Source: an optimization exercise on an open RTL-to-GDS flow (aim: small area). Production flows keep margins and buffers that such runs may drop. Function was checked by simulation only, so behaviour that the tests miss may differ from the original. Power figures rest on the tool's default switching activity, not on a simulated workload.

`flow/run.sh`:
```
#!/bin/bash
# synth_recipe.tcl (not shown) runs the flow's synth.tcl, then flattens the netlist and writes it again
# the make line also repeats each setting of config.mk as NAME=value (left out here)
make -C /OpenROAD-flow-scripts/flow DESIGN_CONFIG=/design/flow/config.mk WORK_HOME=/design/flow/orfs CLKGATE_MAP_FILE= SYNTH_SCRIPT=/design/flow/synth_recipe.tcl finish
```
`flow/config.mk`:
```
export PLATFORM = sky130hd
export DESIGN_NAME = switch_debounce_fsm
export DESIGN_NICKNAME = switch_debounce_fsm
export VERILOG_FILES = /design/flow/design.v
export SDC_FILE = /design/flow/constraint.sdc
export NUM_CORES = 4
export LEC_CHECK = 0
export CAP_MARGIN = 20
export CORE_MARGIN = 2
export CORE_UTILIZATION = 40
export SLEW_MARGIN = 20
```
`flow/constraint.sdc`:
```
create_clock -name core_clock -period 10.0 [get_ports {clk}]
set_input_delay 2.0000 -clock core_clock [delete_from_list [all_inputs] [get_ports {clk}]]
set_output_delay 2.0000 -clock core_clock [all_outputs]
set_load 0.01 [all_outputs]
```
`flow/design.v`:
```
module fs_config (
    input  wire [5:0] idx,
    output reg        mom,
    output reg        has_led,
    output reg  [7:0] chan,
    output reg  [7:0] cc,
    output reg  [7:0] onv,
    output reg  [7:0] offv
);
  always @* begin
    mom = 1'b0; has_led = 1'b0; chan = 8'd0; cc = 8'd0; onv = 8'd0; offv = 8'd0;
    case (idx)
      6'd0 : begin mom = 1'b1; has_led = 1'b0; chan = 8'd7  ; cc = 8'd102; onv = 8'd127; offv = 8'd0  ; end
      6'd1 : begin mom = 1'b0; has_led = 1'b1; chan = 8'd16 ; cc = 8'd127; onv = 8'd55 ; offv = 8'd79 ; end
      6'd2 : begin mom = 1'b0; has_led = 1'b1; chan = 8'd10 ; cc = 8'd105; onv = 8'd37 ; offv = 8'd54 ; end
      6'd3 : begin mom = 1'b0; has_led = 1'b0; chan = 8'd200; cc = 8'd50 ; onv = 8'd127; offv = 8'd0  ; end
      6'd4 : begin mom = 1'b0; has_led = 1'b1; chan = 8'd10 ; cc = 8'd71 ; onv = 8'd83 ; offv = 8'd109; end
      6'd5 : begin mom = 1'b1; has_led = 1'b1; chan = 8'd5  ; cc = 8'd117; onv = 8'd0  ; offv = 8'd127; end
      6'd6 : begin mom = 1'b0; has_led = 1'b0; chan = 8'd2  ; cc = 8'd170; onv = 8'd107; offv = 8'd28 ; end
      6'd7 : begin mom = 1'b1; has_led = 1'b1; chan = 8'd14 ; cc = 8'd120; onv = 8'd127; offv = 8'd0  ; end
      6'd8 : begin mom = 1'b1; has_led = 1'b1; chan = 8'd1  ; cc = 8'd72 ; onv = 8'd0  ; offv = 8'd127; end
      6'd9 : begin mom = 1'b0; has_led = 1'b1; chan = 8'd11 ; cc = 8'd110; onv = 8'd33 ; offv = 8'd84 ; end
      6'd10: begin mom = 1'b0; has_led = 1'b1; chan = 8'd9  ; cc = 8'd50 ; onv = 8'd127; offv = 8'd0  ; end
      6'd11: begin mom = 1'b0; has_led = 1'b1; chan = 8'd15 ; cc = 8'd51 ; onv = 8'd0  ; offv = 8'd127; end
      6'd12: begin mom = 1'b1; has_led = 1'b1; chan = 8'd9  ; cc = 8'd108; onv = 8'd127; offv = 8'd0  ; end
      6'd13: begin mom = 1'b0; has_led = 1'b1; chan = 8'd6  ; cc = 8'd102; onv = 8'd127; offv = 8'd0  ; end
      6'd14: begin mom = 1'b1; has_led = 1'b1; chan = 8'd14 ; cc = 8'd0  ; onv = 8'd127; offv = 8'd0  ; end
      6'd15: begin mom = 1'b0; has_led = 1'b0; chan = 8'd7  ; cc = 8'd114; onv = 8'd11 ; offv = 8'd96 ; end
      6'd16: begin mom = 1'b0; has_led = 1'b0; chan = 8'd2  ; cc = 8'd37 ; onv = 8'd0  ; offv = 8'd127; end
      6'd17: begin mom = 1'b1; has_led = 1'b1; chan = 8'd11 ; cc = 8'd44 ; onv = 8'd127; offv = 8'd0  ; end
      6'd18: begin mom = 1'b1; has_led = 1'b0; chan = 8'd6  ; cc = 8'd82 ; onv = 8'd0  ; offv = 8'd127; end
      6'd19: begin mom = 1'b0; has_led = 1'b0; chan = 8'd13 ; cc = 8'd15 ; onv = 8'd80 ; offv = 8'd0  ; end
      6'd20: begin mom = 1'b1; has_led = 1'b1; chan = 8'd8  ; cc = 8'd53 ; onv = 8'd53 ; offv = 8'd53 ; end
      6'd21: begin mom = 1'b0; has_led = 1'b1; chan = 8'd13 ; cc = 8'd32 ; onv = 8'd0  ; offv = 8'd127; end
      6'd22: begin mom = 1'b1; has_led = 1'b1; chan = 8'd12 ; cc = 8'd111; onv = 8'd107; offv = 8'd34 ; end
      6'd23: begin mom = 1'b0; has_led = 1'b1; chan = 8'd3  ; cc = 8'd100; onv = 8'd127; offv = 8'd0  ; end
      6'd24: begin mom = 1'b0; has_led = 1'b1; chan = 8'd7  ; cc = 8'd1  ; onv = 8'd107; offv = 8'd9  ; end
      6'd25: begin mom = 1'b1; has_led = 1'b1; chan = 8'd16 ; cc = 8'd25 ; onv = 8'd127; offv = 8'd0  ; end
      6'd26: begin mom = 1'b1; has_led = 1'b0; chan = 8'd1  ; cc = 8'd80 ; onv = 8'd0  ; offv = 8'd127; end
      6'd27: begin mom = 1'b0; has_led = 1'b0; chan = 8'd8  ; cc = 8'd34 ; onv = 8'd127; offv = 8'd0  ; end
      6'd28: begin mom = 1'b1; has_led = 1'b1; chan = 8'd1  ; cc = 8'd125; onv = 8'd0  ; offv = 8'd127; end
      6'd29: begin mom = 1'b0; has_led = 1'b0; chan = 8'd15 ; cc = 8'd39 ; onv = 8'd0  ; offv = 8'd127; end
      6'd30: begin mom = 1'b0; has_led = 1'b1; chan = 8'd7  ; cc = 8'd92 ; onv = 8'd127; offv = 8'd0  ; end
      6'd31: begin mom = 1'b0; has_led = 1'b0; chan = 8'd3  ; cc = 8'd118; onv = 8'd0  ; offv = 8'd127; end
      6'd32: begin mom = 1'b0; has_led = 1'b1; chan = 8'd12 ; cc = 8'd55 ; onv = 8'd68 ; offv = 8'd111; end
      6'd33: begin mom = 1'b0; has_led = 1'b0; chan = 8'd1  ; cc = 8'd63 ; onv = 8'd0  ; offv = 8'd127; end
      6'd34: begin mom = 1'b0; has_led = 1'b1; chan = 8'd10 ; cc = 8'd88 ; onv = 8'd74 ; offv = 8'd70 ; end
      6'd35: begin mom = 1'b0; has_led = 1'b1; chan = 8'd15 ; cc = 8'd79 ; onv = 8'd127; offv = 8'd0  ; end
      6'd36: begin mom = 1'b0; has_led = 1'b1; chan = 8'd14 ; cc = 8'd116; onv = 8'd127; offv = 8'd0  ; end
      6'd37: begin mom = 1'b1; has_led = 1'b0; chan = 8'd8  ; cc = 8'd99 ; onv = 8'd64 ; offv = 8'd97 ; end
      6'd38: begin mom = 1'b0; has_led = 1'b1; chan = 8'd5  ; cc = 8'd68 ; onv = 8'd127; offv = 8'd0  ; end
      6'd39: begin mom = 1'b0; has_led = 1'b0; chan = 8'd17 ; cc = 8'd47 ; onv = 8'd127; offv = 8'd0  ; end
      6'd40: begin mom = 1'b1; has_led = 1'b1; chan = 8'd3  ; cc = 8'd71 ; onv = 8'd122; offv = 8'd93 ; end
      6'd41: begin mom = 1'b0; has_led = 1'b1; chan = 8'd1  ; cc = 8'd32 ; onv = 8'd25 ; offv = 8'd108; end
      6'd42: begin mom = 1'b0; has_led = 1'b1; chan = 8'd200; cc = 8'd38 ; onv = 8'd127; offv = 8'd0  ; end
      6'd43: begin mom = 1'b0; has_led = 1'b0; chan = 8'd6  ; cc = 8'd96 ; onv = 8'd42 ; offv = 8'd49 ; end
      6'd44: begin mom = 1'b0; has_led = 1'b0; chan = 8'd9  ; cc = 8'd108; onv = 8'd0  ; offv = 8'd127; end
      6'd45: begin mom = 1'b0; has_led = 1'b1; chan = 8'd2  ; cc = 8'd50 ; onv = 8'd0  ; offv = 8'd127; end
      6'd46: begin mom = 1'b0; has_led = 1'b1; chan = 8'd4  ; cc = 8'd70 ; onv = 8'd98 ; offv = 8'd27 ; end
      6'd47: begin mom = 1'b0; has_led = 1'b1; chan = 8'd11 ; cc = 8'd42 ; onv = 8'd5  ; offv = 8'd71 ; end
      6'd48: begin mom = 1'b1; has_led = 1'b1; chan = 8'd6  ; cc = 8'd3  ; onv = 8'd0  ; offv = 8'd127; end
      6'd49: begin mom = 1'b0; has_led = 1'b1; chan = 8'd7  ; cc = 8'd97 ; onv = 8'd0  ; offv = 8'd127; end
      6'd50: begin mom = 1'b1; has_led = 1'b1; chan = 8'd1  ; cc = 8'd12 ; onv = 8'd108; offv = 8'd107; end
      6'd51: begin mom = 1'b1; has_led = 1'b1; chan = 8'd12 ; cc = 8'd56 ; onv = 8'd127; offv = 8'd0  ; end
      6'd52: begin mom = 1'b0; has_led = 1'b1; chan = 8'd7  ; cc = 8'd16 ; onv = 8'd127; offv = 8'd0  ; end
      6'd53: begin mom = 1'b1; has_led = 1'b0; chan = 8'd2  ; cc = 8'd56 ; onv = 8'd127; offv = 8'd0  ; end
      6'd54: begin mom = 1'b1; has_led = 1'b1; chan = 8'd7  ; cc = 8'd9  ; onv = 8'd0  ; offv = 8'd127; end
      6'd55: begin mom = 1'b1; has_led = 1'b1; chan = 8'd1  ; cc = 8'd72 ; onv = 8'd127; offv = 8'd0  ; end
      6'd56: begin mom = 1'b1; has_led = 1'b1; chan = 8'd11 ; cc = 8'd42 ; onv = 8'd127; offv = 8'd0  ; end
      6'd57: begin mom = 1'b1; has_led = 1'b1; chan = 8'd16 ; cc = 8'd119; onv = 8'd77 ; offv = 8'd124; end
      6'd58: begin mom = 1'b1; has_led = 1'b1; chan = 8'd12 ; cc = 8'd114; onv = 8'd127; offv = 8'd0  ; end
      6'd59: begin mom = 1'b0; has_led = 1'b1; chan = 8'd6  ; cc = 8'd71 ; onv = 8'd66 ; offv = 8'd88 ; end
      6'd60: begin mom = 1'b1; has_led = 1'b1; chan = 8'd2  ; cc = 8'd33 ; onv = 8'd127; offv = 8'd0  ; end
      6'd61: begin mom = 1'b0; has_led = 1'b0; chan = 8'd4  ; cc = 8'd25 ; onv = 8'd127; offv = 8'd0  ; end
      6'd62: begin mom = 1'b1; has_led = 1'b1; chan = 8'd7  ; cc = 8'd83 ; onv = 8'd0  ; offv = 8'd127; end
      6'd63: begin mom = 1'b1; has_led = 1'b1; chan = 8'd10 ; cc = 8'd56 ; onv = 8'd31 ; offv = 8'd87 ; end
    endcase
  end
endmodule
module switch_debounce_fsm #(
    parameter integer N              = 64,
    parameter integer DEBOUNCE_TICKS = 1000,
    parameter integer IDX_W          = 6,
    parameter integer TIMER_W        = 10
) (
    input  wire             clk,
    input  wire             rst,         
    input  wire             init_done,
    input  wire [N-1:0]     sw,
    output wire             led_we,
    output wire [IDX_W-1:0] led_idx,
    output wire             led_val,
    output wire             tx_valid,
    output reg  [7:0]       tx_data,
    input  wire             tx_ready
);
  localparam [3:0] P_HOLD     = 4'd0;
  localparam [3:0] P_BREAD    = 4'd1;
  localparam [3:0] P_SAMPLE   = 4'd2;
  localparam [3:0] P_WAIT     = 4'd3;
  localparam [3:0] P_RESAMPLE = 4'd4;
  localparam [3:0] P_LED      = 4'd5;
  localparam [3:0] P_TX0      = 4'd6;
  localparam [3:0] P_TX1      = 4'd7;
  localparam [3:0] P_TX2      = 4'd8;
  reg [3:0]         phase;
  reg [IDX_W-1:0]   idx;
  reg               boot;
  reg               cand;
  reg [TIMER_W-1:0] timer;
  reg [N-1:0]       is_on;
  reg [N-1:0]       last_raw;
  wire       cfg_mom;
  wire       cfg_has_led;
  wire [7:0] cfg_chan;
  wire [7:0] cfg_cc;
  wire [7:0] cfg_onv;
  wire [7:0] cfg_offv;
  fs_config u_cfg (
      .idx    (idx),
      .mom    (cfg_mom),
      .has_led(cfg_has_led),
      .chan   (cfg_chan),
      .cc     (cfg_cc),
      .onv    (cfg_onv),
      .offv   (cfg_offv)
  );
  wire             raw      = sw[idx];
  wire             cur_on   = is_on[idx];
  wire             ref_val  = cfg_mom ? last_raw[idx] : is_on[idx];
  wire             last_idx = (idx == N - 1);
  wire [IDX_W-1:0] nxt_idx  = last_idx ? {IDX_W{1'b0}} : idx + 1'b1;
  always @(posedge clk) begin
    if (rst) begin
      phase    <= P_HOLD;
      idx      <= {IDX_W{1'b0}};
      boot     <= 1'b0;
      cand     <= 1'b0;
      timer    <= {TIMER_W{1'b0}};
      is_on    <= {N{1'b0}};
      last_raw <= {N{1'b0}};
    end else begin
      case (phase)
        P_HOLD: begin
          if (init_done) begin
            idx   <= {IDX_W{1'b0}};
            phase <= P_BREAD;
          end
        end
        P_BREAD: begin
          if (!cfg_mom) begin
            is_on[idx]    <= raw;
            last_raw[idx] <= raw;
          end
          if (last_idx) begin
            idx   <= {IDX_W{1'b0}};
            boot  <= 1'b1;
            phase <= P_LED;
          end else begin
            idx <= idx + 1'b1;
          end
        end
        P_SAMPLE: begin
          if (raw != ref_val) begin
            cand  <= raw;
            timer <= DEBOUNCE_TICKS[TIMER_W-1:0];
            phase <= P_WAIT;
          end else begin
            idx <= nxt_idx;
          end
        end
        P_WAIT: begin
          timer <= timer - 1'b1;
          if (timer == 1) phase <= P_RESAMPLE;
        end
        P_RESAMPLE: begin
          if (raw == cand) begin
            last_raw[idx] <= raw;
            if (cfg_mom) begin
              if (raw) begin
                is_on[idx] <= ~cur_on;
                phase      <= P_LED;
              end else begin
                idx   <= nxt_idx;
                phase <= P_SAMPLE;
              end
            end else begin
              is_on[idx] <= raw;
              phase      <= P_LED;
            end
          end else begin
            idx   <= nxt_idx;
            phase <= P_SAMPLE;
          end
        end
        P_LED: phase <= P_TX0;
        P_TX0: if (tx_ready) phase <= P_TX1;
        P_TX1: if (tx_ready) phase <= P_TX2;
        P_TX2: begin
          if (tx_ready) begin
            if (boot) begin
              if (last_idx) begin
                boot  <= 1'b0;
                idx   <= {IDX_W{1'b0}};
                phase <= P_SAMPLE;
              end else begin
                idx   <= idx + 1'b1;
                phase <= P_LED;
              end
            end else begin
              idx   <= nxt_idx;
              phase <= P_SAMPLE;
            end
          end
        end
        default: phase <= P_HOLD;
      endcase
    end
  end
  assign led_we   = (phase == P_LED) && cfg_has_led;
  assign led_idx  = led_we ? idx : {IDX_W{1'b0}};
  assign led_val  = led_we ? cur_on : 1'b0;
  assign tx_valid = (phase == P_TX0) || (phase == P_TX1) || (phase == P_TX2);
  always @* begin
    case (phase)
      P_TX0:   tx_data = 8'hB0 | {4'h0, (cfg_chan[3:0] - 4'd1)};
      P_TX1:   tx_data = cfg_cc;
      P_TX2:   tx_data = cur_on ? cfg_onv : cfg_offv;
      default: tx_data = 8'h00;
    endcase
  end
endmodule
```
==> run_results.csv <==
group,metric,value,unit
timing,final-setup-viol-count,0,
drt,vias_per_cell,6.71,
drt,ant_nets,0,
worst_setup_path,cp_slowest_cell,"ha_1",
final_layout,stdcell_area,14400,µm²
synthesis,syn-num-nets,1800,
worst_setup_path,end_kind,"flip-flop",
synthesis,synth_edf_count,0,
cts,cts_max_level,4,
power_and_ir_drop,pwr-share-comb,49.3,%
floorplanning,initial_core_util,40.6,%
worst_setup_path,cp_cell_sequence,"clkdlybuf4s50_1, mux4_2, a22oi_1, nand4_1, o211a_1, ha_1, o21ba_2, mux2i_1, o22ai_1, a21oi_1, o21a_1, a31o_2, nor3_4, mux2i_4, inv_2, ha_1, nor2_1, o31ai_2, o21ai_0, a222oi_1",
synthesis,syn_inst,1717,
timing,worst_pin_slew,1120,ps
synthesis,ys_seq_elements,178,
timing,setup_tns,0,ps
worst_setup_path,cp-startpoint,"sw[2]",
global_routing,grt_overflow,0,
synthesis,synthTopCellsByCount,"225 x nand2_1, 178 x dfxtp_1, 172 x nor2_1",
cts,clk_pin_slew,90,ps
floorplanning,die_x,183,µm
timing,slew_headroom,25.1,%
worst_setup_path,cp_max_fo,22,
synthesis,synth_area_leaders,"dfxtp_1 28%, a21oi_1 6.7%, nand2_1 6.6%",
worst_setup_path,required,10350,ps
drt,wirelength,53.8,mm
synthesis,yosysSeqAreaShare,27.9,%
timing,post-route-period-util,81.9,%
power_and_ir_drop,power-per-cell-area,221,nW/µm²
cts,cts_resized,0,
timing,rsz0062_at_grt,"false",
hold_path,hp-start,"last_raw[56]",
global_routing,grt_max_degree,81,
cts,clk_path_buf_depth,2,
worst_setup_path,critPathLaunchType,"input pin",
cts,cts_root_buf,"clkbuf_16",
synthesis,yosysTopAreaCellShare,27.9,%
power_and_ir_drop,seqPwrFrac,27.6,%
global_routing,grt_pass1_vias,13100,
synthesis,synth_ff_type,"dfxtp_1",
timing,finalCriticalPeriod,8190,ps
drt,wl_per_cell,25.3,µm
cts,clock_sinks,178,
worst_setup_path,cp.arrival,8540,ps
worst_setup_path,crit_type,"in2reg",
cts,cts_buffers,17,
timing,hold_viol_final,0,
floorplanning,core_area,31500,µm²
power_and_ir_drop,switching_share,47.6,%
power_and_ir_drop,vdd_drop_max,0.000134,V
synthesis,syn_area,12800,µm²
job,drv_cap,0,
timing,fin_ws,1810,ps
timing,drv_slew,0,
worst_setup_path,r2r_cells,20,
timing,fmax,122,MHz
power_and_ir_drop,p_switching,1.51,mW
synthesis,yosysTopAreaCell,"dfxtp_1",
drt,vias,14300,
cts,clock_latency,460,ps
timing,hold-worst-slack,463,ps
synthesis,async_flop_share,0,%
cts,cts_tree,"done",
floorplanning,die_h,183,µm
cts,post_cts_buffers,0,
synthesis,ys_types,88,
global_routing,grt_pass1_wl,81.7,mm
status,status,"finished clean",
timing,fin_skew,15.8,ps
placement,port_buffers,84,
placement,dpl_cell_area,13700,µm²
power_and_ir_drop,p_int,1.67,mW
placement,gp_congestion,0.988,
synthesis,synth_most_common_cell,"nand2_1",
worst_setup_path,timing.rr.start,"idx[0]",
floorplanning,rows,65,
hold_path,hold_class,"reg2reg",
floorplanning,io_pins,85,
hold_path,hold_path_depth,2,
floorplanning,dieArea,33400,µm²
placement,hpwl,38.1,mm
synthesis,yosys_warnings,2,
placement,dp_worst_setup_slack,1500,ps
cts,cts_hold_buf,0,
final_layout,syn2layout_area_growth,12.7,%
final_layout,drive_above_1_share,8.18,%
drt,first_pass_iters,6,
power_and_ir_drop,pwr-share-clk,23.2,%
worst_setup_path,cpPeakStageDelay,940,ps
drt,drc,0,
global_routing,antenna_found_initial,2,
global_routing,grt.total_usage,31.8,%
worst_setup_path,crit_top_cell,"ha_1",
synthesis,syn-mean-instance-area,7.44,µm²
final_layout,nNetsFinal,1793,
drt,drt-initial-drc-count,1908,
power_and_ir_drop,leakage,4.61,nW
==> logic make-up (layout without fill, tap and decap cells) <==
logic type,after synthesis,in the layout,synth area share [%]
buf+inv,171,177,6.07
flops,178,178,27.9
xor+xnor,14,14,0.960
simple gates,628,628,22.3
other cells,0,1,0
compound gates,615,615,30.8
mux,96,96,10.5
fa+ha+maj,15,15,1.47
==> power by group through the flow <==
| stage | Combinational [mW] | Sequential, mW | Clock, mW |
|---|---|---|---|
| 6_report | 1.57 | 0.877 | 0.736 |
| 5_1_grt | 1.67 | 0.889 | 0.773 |
| 4_1_cts | 1.51 | 0.876 | 0.745 |
| 3_5_place_dp | 1.51 | 0.892 | 0 |
| 3_3_place_gp | 1.51 | 0.893 | 0 |
| 2_1_floorplan | 1.10 | 0.834 | 0 |
==> placed cells by master (no fill, tap or decap), types with 10 or more instances in the layout <==
master           count
o211ai_1            16
nand3_1             55
o21a_1              11
and2_1              14
inv_1               19
a22oi_1             40
a31oi_1             28
mux2i_1             60
a211oi_1            19
and3_1              10
a311oi_1            18
a21oi_1            171
nor2_1             171
ha_1                15
o22ai_1             12
mux4_2              28
o221ai_1            13
clkbuf_16           18
clkdlybuf4s50_1     83
nor2b_1             13
dfxtp_1            175
nand4_1             14
nor3_1              58
buf_4               40
xnor2_1             10
o21ai_0            168
nand2b_1            15
nand2_1            225
==> cell type report <==
class / instances / area [µm²]
clock inverters: 14 / 185
multi-input cells: 1368 / 8470
clock buffers: 18 / 450
repair buffers: 123 / 1130
fillers: 3209 / 17100
flip-flops and latches: 178 / 3570
well taps: 402 / 503
diodes: 1 / 2.50
inverters: 22 / 82.6
==> sequential cells by signal, indices dropped and copies added, names as in the netlist <==
name / count
is_on: 64
idx: 6
cand: 1
phase: 4
last_raw: 64
boot: 1
cfg_chan: 4
cfg_cc: 8
cfg_offv: 7
cfg_onv: 7
cfg_mom: 1
cfg_has_led: 1
timer: 10
==> per-layer routing <==
layer / global-route usage, % / wire (µm) / up-vias
li1: - / - / 6372
met3: 6.47 / 5810 / 155
met5: 0 / 13 / -
met2: 45.5 / 22500 / 979
met4: 13.8 / 2240 / 2
met1: 45.9 / 23300 / 6763
==> final timing paths <==
| check | to | slack, ps |
|---|---|---|
| worst max-delay path | cfg_onv[0] | 1810 |
| worst min-delay path | last_raw[56] | 460 |
| worst max register to register | cfg_onv[0] | 2800 |
| worst min register to register | last_raw[56] | 460 |
==> critical path, delay by kind of cell <==
| family | cells | cell delay, ps |
|---|---|---|
| fa+ha+maj | 2 | 1290 |
| compound gates | 10 | 2600 |
| mux | 3 | 830 |
| buf+inv | 2 | 840 |
| simple gates | 3 | 970 |
==> through the flow <==
| step | power (mW) | util, % | std cells |
|---|---|---|---|
| 5_1_grt | 3.33 | 45.7 | 2125 |
| 3_5_place_dp | 2.40 | 43.7 | 2093 |
| 6_report | 3.18 | 45.7 | 2126 |
| 3_3_place_gp | 2.40 | 43.7 | 2093 |
| 2_1_floorplan | 1.94 | - | 1717 |
| 4_1_cts | 3.14 | 45.7 | 2125 |

[re-timing with driven ports]
The flow's constraints put no driver on any port. The routed layout listed below was extracted and timed again, unchanged, in two steps. Step 1: set_driving_cell puts a clkbuf_16 on clk and a buf_2 on each other input, an assumption about the parent block. Step 2, shift: input delay + t, output delay - t, t = (earliest + latest rising clock arrival at the registers) / 2. This alone moves slack from input paths to output paths. Slacks: ideal ports / drivers / drivers and shift; pairs: ideal ports / drivers.
t, ns: 0.505
slack for setup (ns): 1.812 / 1.836 / 1.331
clock arrival spread, ns: 0.016 / 0.016
worst register clock-pin slew, ns: 0.09 / 0.09
After both steps setup and hold are still met in this run. The setup slack of this run moves by +0.024 ns with the drivers and by -0.481 ns with both steps.
